This design comes from an exercise in tuning for small area, a short achievable clock period and few clock cycles on the open sky130 flow, not from production work. In this exercise RTL edits were held to simulation tests only and were not proved equivalent to the original. No activity file was given, so power comes from the tool's default toggle rates.

## cm11a_ctrl
module cm11a_ctrl (
  input  wire         clk,
  input  wire         rst,
  input  wire         open_ok,
  input  wire         in_valid,
  output wire         in_ready,
  input  wire [1:0]   in_kind,
  input  wire [7:0]   in_op,
  input  wire [7:0]   in_n,
  input  wire [127:0] in_data,
  output reg          tx_valid,
  input  wire         tx_ready,
  output reg  [7:0]   tx_data,
  output reg          hr_valid,
  input  wire         hr_ready,
  output reg  [1:0]   hr_kind,
  output reg  [7:0]   hr_val,
  output reg          ev_valid,
  input  wire         ev_ready,
  output reg  [3:0]   ev_type,
  output reg  [7:0]   ev_a,
  output reg  [7:0]   ev_b,
  output reg  [7:0]   ev_c,
  output reg  [7:0]   ev_d
);
clock: 8.0 ns
lec_check: 0
cap_margin: 20
core_margin: 2
core_utilization: 40
place_density: 0.6
setup_slack_margin: 4.5
slew_margin: 20
tns_end_percent: 100
run.sh (not shown) runs the stock make flow with config.mk's settings and CLKGATE_MAP_FILE= SYNTH_SCRIPT=/design/flow/synth_recipe.tcl, a recipe that flattens the netlist after the stock synthesis.
The baseline produced a clean layout.
Testbench counts at the start, summed over its fixed seeds: cycles 5,576.
Rerun with:
SETUP_SLACK_MARGIN = 5   (was 4.5)
Effect: Power came out lower by a few percent; routed wire length grows by a little under a tenth; setup slack improved by 67 ps; global-route usage rose by 1.4 points; design area went up by a little under a tenth; die area does not change.


## before
Another version of the RTL of cm11a_ctrl (not shown whole).
Size in the first run: about 820 flip-flops, ~210 I/O pins.
Settings: LEC_CHECK=0, CAP_MARGIN=20, CORE_MARGIN=2, CORE_UTILIZATION=40, PLACE_DENSITY=0.6, SETUP_SLACK_MARGIN=4.5, SLEW_MARGIN=20, TNS_END_PERCENT=100; clock period 8.0 ns.
standard.sh (not shown) runs the stock make flow with config.mk's settings and CLKGATE_MAP_FILE= SYNTH_SCRIPT=/design/flow/synth_recipe.tcl, a recipe that flattens the netlist after the stock synthesis.
==> flow/flow/run.sh <==
#!/bin/bash
# The standard layout, with the port buffers made from buf_2 cells instead of
# the cell buffer_ports picks by default (a slow clkdlybuf4s50_1). Every input
# and output port still gets its own buffer.
set -e
export BUFFER_PORTS_ARGS="-buffer_cell sky130_fd_sc_hd__buf_2"
bash standard.sh finish > standard_flow.log 2>&1
Testbench counts of before, summed over its fixed seeds: cycles 5,576.
Setup changes, before to after
Settings: CTS_CLUSTER_DIAMETER: unset -> 80; CTS_CLUSTER_SIZE: unset -> 20.
Notes after the runs:
Per the comparison of after with before, instance area after placement held steady; count of clock-net buffers in the final layout dropped 49; final cell count lost 81; cell-internal power moved down. after against before: wire length per cell after detailed routing grew by 0.20 um, switching part of the total power grew by 1.0 points.


Another version of the RTL of cm11a_ctrl (not shown whole).
For scale: about 3200 cells after synthesis, roughly 830 flip-flops, roughly 210 I/O pins, ~38000 µm² of cells after synthesis.
Settings: LEC_CHECK=0, CAP_MARGIN=20, CORE_MARGIN=2, CORE_UTILIZATION=40, CTS_CLUSTER_DIAMETER=80, CTS_CLUSTER_SIZE=20, PLACE_DENSITY=0.6, SETUP_SLACK_MARGIN=4.8, SLEW_MARGIN=20, TNS_END_PERCENT=100; clock period 8.0 ns.
Scripts as last shown in full above: flow/flow/run.sh
The baseline completed without violations.
Testbench counts at the start, summed over its fixed seeds: cycles 5,576.
Rerun with:
Settings changed: SETUP_SLACK_MARGIN 4.8 to 5.
=> Worst setup slack loses 0.0044 ns. Sequential power stays flat. Wire length rose by a few percent. Count of clock-buffer cells in the layout stays the same.


== lane 1 ==
cm11a_ctrl, a different RTL version from the one above (not shown whole).
Size in the first run: about 3,200 cells after synthesis, ~810 flip-flops, ~210 I/O pins.
clock: 8.0 ns
lec_check: 0
cap_margin: 20
core_margin: 2
core_utilization: 40
cts_cluster_diameter: 90
cts_cluster_size: 24
place_density: 0.6
setup_slack_margin: 4.8
slew_margin: 20
tns_end_percent: 100
Scripts as last shown in full above: flow/flow/run.sh
Testbench counts of lane 1, summed over its fixed seeds: cycles 5,576.
### lane 1 -> lane 2
-- flow/config.mk --
<<< lane 1, line 8
export CAP_MARGIN = 20
export CORE_MARGIN = 2
export CORE_UTILIZATION = 40
export CTS_CLUSTER_DIAMETER = 90
export CTS_CLUSTER_SIZE = 24
export PLACE_DENSITY = 0.6
export SETUP_SLACK_MARGIN = 4.8
export SLEW_MARGIN = 20
>>> lane 2, line 8
export CAP_MARGIN = 20
export CORE_MARGIN = 2
export CORE_UTILIZATION = 65
export CTS_CLUSTER_DIAMETER = 80
export CTS_CLUSTER_SIZE = 20
export PLACE_DENSITY = 0.75
export SETUP_SLACK_MARGIN = 4.8
export SLEW_MARGIN = 20
Findings:
Compared to lane 1, lane 2 has cell count 478 lower.
Comparing lane 2 and lane 1, the lower final critical-path setup slack is on lane 2.
Taking lane 1 as the reference, in lane 2 total power now larger; number of sequential cells in the layout comparable; post-place instance area now smaller; static leakage now larger; post-route worst hold slack now larger.
Compare lane 2 and lane 1 | fmax lower: lane 2
Min final area across lane 2 and lane 1: lane 2
Comparing buffer count excluding the clock tree in the final layout for lane 2 and lane 1, the smaller number came from lane 2.
## Diff of input files: lane 3 against lane 2
-- flow/config.mk --
<<< lane 2, line 8
export CAP_MARGIN = 20
export CORE_MARGIN = 2
export CORE_UTILIZATION = 65
export CTS_CLUSTER_DIAMETER = 80
export CTS_CLUSTER_SIZE = 20
export PLACE_DENSITY = 0.75
export SETUP_SLACK_MARGIN = 4.8
export SLEW_MARGIN = 20
>>> lane 3, line 8
export CAP_MARGIN = 20
export CORE_MARGIN = 2
export CORE_UTILIZATION = 55
export CTS_CLUSTER_DIAMETER = 80
export CTS_CLUSTER_SIZE = 20
export PLACE_DENSITY = 0.7
export SETUP_SLACK_MARGIN = 4.8
export SLEW_MARGIN = 20
Notes after the runs:
- Lane 3 completed end to end with timing, DRC and antenna clean.
- Comparing lane 2 and lane 3, the higher design area was measured on lane 3.
- Looking at via count across lane 2 and lane 3, the one that comes out lower is lane 2.
- Between lane 2 and lane 3, the global-route met3 utilization does not differ in any meaningful way.
- [compare] base=lane 2 new=lane 3: layout clock buffer count rose 2; proportion of power drawn by flip-flops and latches fell 1.2 points; sequential share of layout area fell 1.3 points.
- Lane 2 -> lane 3: register area flat
- Compared with lane 2, lane 3 shows largest voltage drop on the vdd net that has gone down by more than 10%.
- Lane 3 ends up with lower global routing usage summed across all routing layers than lane 2 does.
- Worst endpoint data arrival time up 2.02 ns in lane 3 wrt lane 2
- Relative to lane 2, sum of met3 wire segment lengths after detailed routing has increased by about 1.8% in lane 3.
- Looking at timing startpoint of the critical path, the in_op[5] result is from lane 3; the et_busy one comes from lane 2.
What lane 4 does differently from lane 3 at the input level:
-- flow/config.mk --
<<< lane 3, line 8
export CAP_MARGIN = 20
export CORE_MARGIN = 2
export CORE_UTILIZATION = 55
export CTS_CLUSTER_DIAMETER = 80
export CTS_CLUSTER_SIZE = 20
export PLACE_DENSITY = 0.7
export SETUP_SLACK_MARGIN = 4.8
export SLEW_MARGIN = 20
>>> lane 4, line 8
export CAP_MARGIN = 20
export CORE_MARGIN = 2
export CORE_UTILIZATION = 40
export CTS_CLUSTER_DIAMETER = 80
export CTS_CLUSTER_SIZE = 20
export PLACE_DENSITY = 0.6
export SETUP_SLACK_MARGIN = 4.8
export SLEW_MARGIN = 20
Notes after the runs:
- Summary of lane 4 over lane 3: area of the die up about 37%, sequential fraction of design power went up, share of the synthesized area in compound gates (AO/OA/AOI/OAI) barely changed.


run A:
Another version of the RTL of cm11a_ctrl (not shown whole).
Size in the first run: about 3200 cells after synthesis, roughly 210 I/O pins, roughly 0.037 mm2 of cells after synthesis.
## cm11a_ctrl
module cm11a_ctrl (
  input  wire         clk,
  input  wire         rst,
  input  wire         open_ok,
  input  wire         in_valid,
  output wire         in_ready,
  input  wire [1:0]   in_kind,
  input  wire [7:0]   in_op,
  input  wire [7:0]   in_n,
  input  wire [127:0] in_data,
  output reg          tx_valid,
  input  wire         tx_ready,
  output reg  [7:0]   tx_data,
  output reg          hr_valid,
  input  wire         hr_ready,
  output reg  [1:0]   hr_kind,
  output reg  [7:0]   hr_val,
  output reg          ev_valid,
  input  wire         ev_ready,
  output reg  [3:0]   ev_type,
  output reg  [7:0]   ev_a,
  output reg  [7:0]   ev_b,
  output reg  [7:0]   ev_c,
  output reg  [7:0]   ev_d
);
export LEC_CHECK = 0
export CAP_MARGIN = 20
export CORE_MARGIN = 2
export CORE_UTILIZATION = 40
export PLACE_DENSITY = 0.6
export SETUP_SLACK_MARGIN = 4.5
export SLEW_MARGIN = 20
export TNS_END_PERCENT = 100
create_clock -name core_clock -period 8.0 [get_ports {clk}]
Scripts as last shown in full above: flow/flow/run.sh
Testbench counts of run A, summed over its fixed seeds: cycles 5,576.
The following lists how run B was set up differently from run A:
==> flow/run.sh (new file) <==
#!/bin/bash
# synth_recipe.tcl (not shown) runs the flow's synth.tcl, then flattens the netlist and writes it again
# the make line also repeats each setting of config.mk as NAME=value (left out here)
make -C /OpenROAD-flow-scripts/flow DESIGN_CONFIG=/design/flow/config.mk WORK_HOME=/design/flow/orfs CLKGATE_MAP_FILE= SYNTH_SCRIPT=/design/flow/synth_recipe.tcl finish
removed: flow/flow/run.sh
removed: flow/standard.sh
### Flow results
- Post-route fraction of the period consumed by the critical path: run B vs run A, no meaningful difference
- The data arrival time of the worst path of run B and that of run A are within noise of each other.
- Utilization delta for run B relative to run A: 1.2 points higher
- Wire: run B routes more than run A


## main
Another version of the RTL of cm11a_ctrl (not shown whole).
For scale: roughly 780 flip-flops, roughly 210 I/O pins, ~37000 µm² of cells after synthesis.
==> flow/design.v (excerpt) <==
module cm11a_ctrl (
  input  wire         clk,
  input  wire         rst,
  input  wire         open_ok,
  input  wire         in_valid,
  output wire         in_ready,
  input  wire [1:0]   in_kind,
  input  wire [7:0]   in_op,
  input  wire [7:0]   in_n,
  input  wire [127:0] in_data,
  output reg          tx_valid,
  input  wire         tx_ready,
  output reg  [7:0]   tx_data,
  output reg          hr_valid,
  input  wire         hr_ready,
  output reg  [1:0]   hr_kind,
  output reg  [7:0]   hr_val,
  output reg          ev_valid,
  input  wire         ev_ready,
  output reg  [3:0]   ev_type,
  output reg  [7:0]   ev_a,
  output reg  [7:0]   ev_b,
  output reg  [7:0]   ev_c,
  output reg  [7:0]   ev_d
);
export LEC_CHECK = 0
export ABC_CLOCK_PERIOD_IN_PS = 3500
export CAP_MARGIN = 20
export CORE_MARGIN = 2
export CORE_UTILIZATION = 40
export PLACE_DENSITY = 0.6
export SETUP_SLACK_MARGIN = 4.5
export SLEW_MARGIN = 20
export TNS_END_PERCENT = 100
create_clock -name core_clock -period 8.0 [get_ports {clk}]
run.sh (not shown) runs the stock make flow with config.mk's settings and CLKGATE_MAP_FILE= SYNTH_SCRIPT=/design/flow/synth_recipe.tcl, a recipe that flattens the netlist after the stock synthesis.
Stock flow here: none of the scripts above is used.
Testbench counts of main, summed over its fixed seeds: cycles 5,576.
diff inputs: main => the feature branch
diff --git a/flow/config.mk b/flow/config.mk
--- a/flow/config.mk
+++ b/flow/config.mk
@@ -6,10 +6,7 @@
 export NUM_CORES = 4
 export LEC_CHECK = 0
-export ABC_CLOCK_PERIOD_IN_PS = 3500
 export CAP_MARGIN = 20
 export CORE_MARGIN = 2
 export CORE_UTILIZATION = 40
 export PLACE_DENSITY = 0.6
-export SETUP_SLACK_MARGIN = 4.5
 export SLEW_MARGIN = 20
-export TNS_END_PERCENT = 100
==> results.txt <==
The final layout from the feature branch, which completed every stage, passed the timing, design-rule and antenna checks at the end of the flow.
Proportion of cell area occupied by registers is higher on the feature branch
Against main, the feature branch comes in 1.1 points lower on global-route usage.
The minimum period implied by the final worst setup slack of the feature branch was inferior to that of main.
In terms of total count of hold-check failures in the final report, the feature branch and main differ only marginally.
main → the feature branch: total length of routed met3 wires saw a decrease, met3 track demand over resource in global routing saw a decrease.

==> re-timing with driven ports <==
No port has a modelled driver above. Below, the same layouts with a new extraction and two added sets of constraints.
Step 1: set_driving_cell puts a clkbuf_16 on clk and a buf_2 on each other input, an assumption about the parent block.
Step 2 times the ports against the registers' clock, not the clock port: input delays grow and output delays shrink by t, the midpoint of the rising clock arrivals with the driver on.
Three values: ideal ports, drivers, drivers and shift; two values: the first two.
run | t, ns | setup slack, ns | hold WS [ns] | clock arrival spread, ns | worst register clock-pin slew, ns
the first run of note 1 | 0.717 | 4.040 / 4.040 / 3.865 | 0.479 / 0.479 / 0.479 | 0.035 / 0.036 | 0.07 / 0.07
the second run of note 1 | 0.724 | 4.107 / 4.061 / 4.107 | 0.502 / 0.502 / 0.502 | 0.041 / 0.041 | 0.07 / 0.07
before | 0.718 | 4.494 / 4.483 / 3.824 | 0.451 / 0.451 / 0.451 | 0.034 / 0.035 | 0.07 / 0.07
after | 0.689 | 4.537 / 4.515 / 3.897 | 0.454 / 0.454 / 0.454 | 0.038 / 0.038 | 0.09 / 0.09
the first run of note 3 | 0.680 | 4.633 / 4.560 / 4.013 | 0.423 / 0.423 / 0.423 | 0.047 / 0.047 | 0.09 / 0.09
the second run of note 3 | 0.695 | 4.629 / 4.563 / 4.021 | 0.430 / 0.430 / 0.430 | 0.059 / 0.059 | 0.09 / 0.09
lane 1 | 0.657 | 4.692 / 4.627 / 4.064 | 0.469 / 0.469 / 0.469 | 0.031 / 0.031 | 0.10 / 0.10
lane 2 | 0.673 | 4.663 / 4.598 / 4.070 | 0.473 / 0.473 / 0.473 | 0.027 / 0.027 | 0.09 / 0.09
lane 3 | 0.696 | 4.612 / 4.577 / 3.953 | 0.466 / 0.466 / 0.466 | 0.029 / 0.029 | 0.09 / 0.09
lane 4 | 0.702 | 4.649 / 4.579 / 4.074 | 0.464 / 0.464 / 0.464 | 0.032 / 0.032 | 0.09 / 0.09
run A | 0.714 | 4.325 / 4.259 / 4.077 | 0.471 / 0.471 / 0.471 | 0.047 / 0.047 | 0.07 / 0.07
run B | 0.712 | 4.316 / 4.248 / 3.868 | 0.473 / 0.473 / 0.473 | 0.023 / 0.023 | 0.07 / 0.07
main | 0.716 | 3.851 / 3.852 / 3.662 | 0.483 / 0.483 / 0.483 | 0.035 / 0.036 | 0.07 / 0.07
the feature branch | 0.712 | 2.094 / 2.094 / 2.094 | 0.485 / 0.485 / 0.485 | 0.029 / 0.029 | 0.07 / 0.07
After both steps setup and hold are still met in every run listed. For before, which loses most, drivers alone change the setup slack by -0.011 ns; drivers and shift together by -0.670 ns.
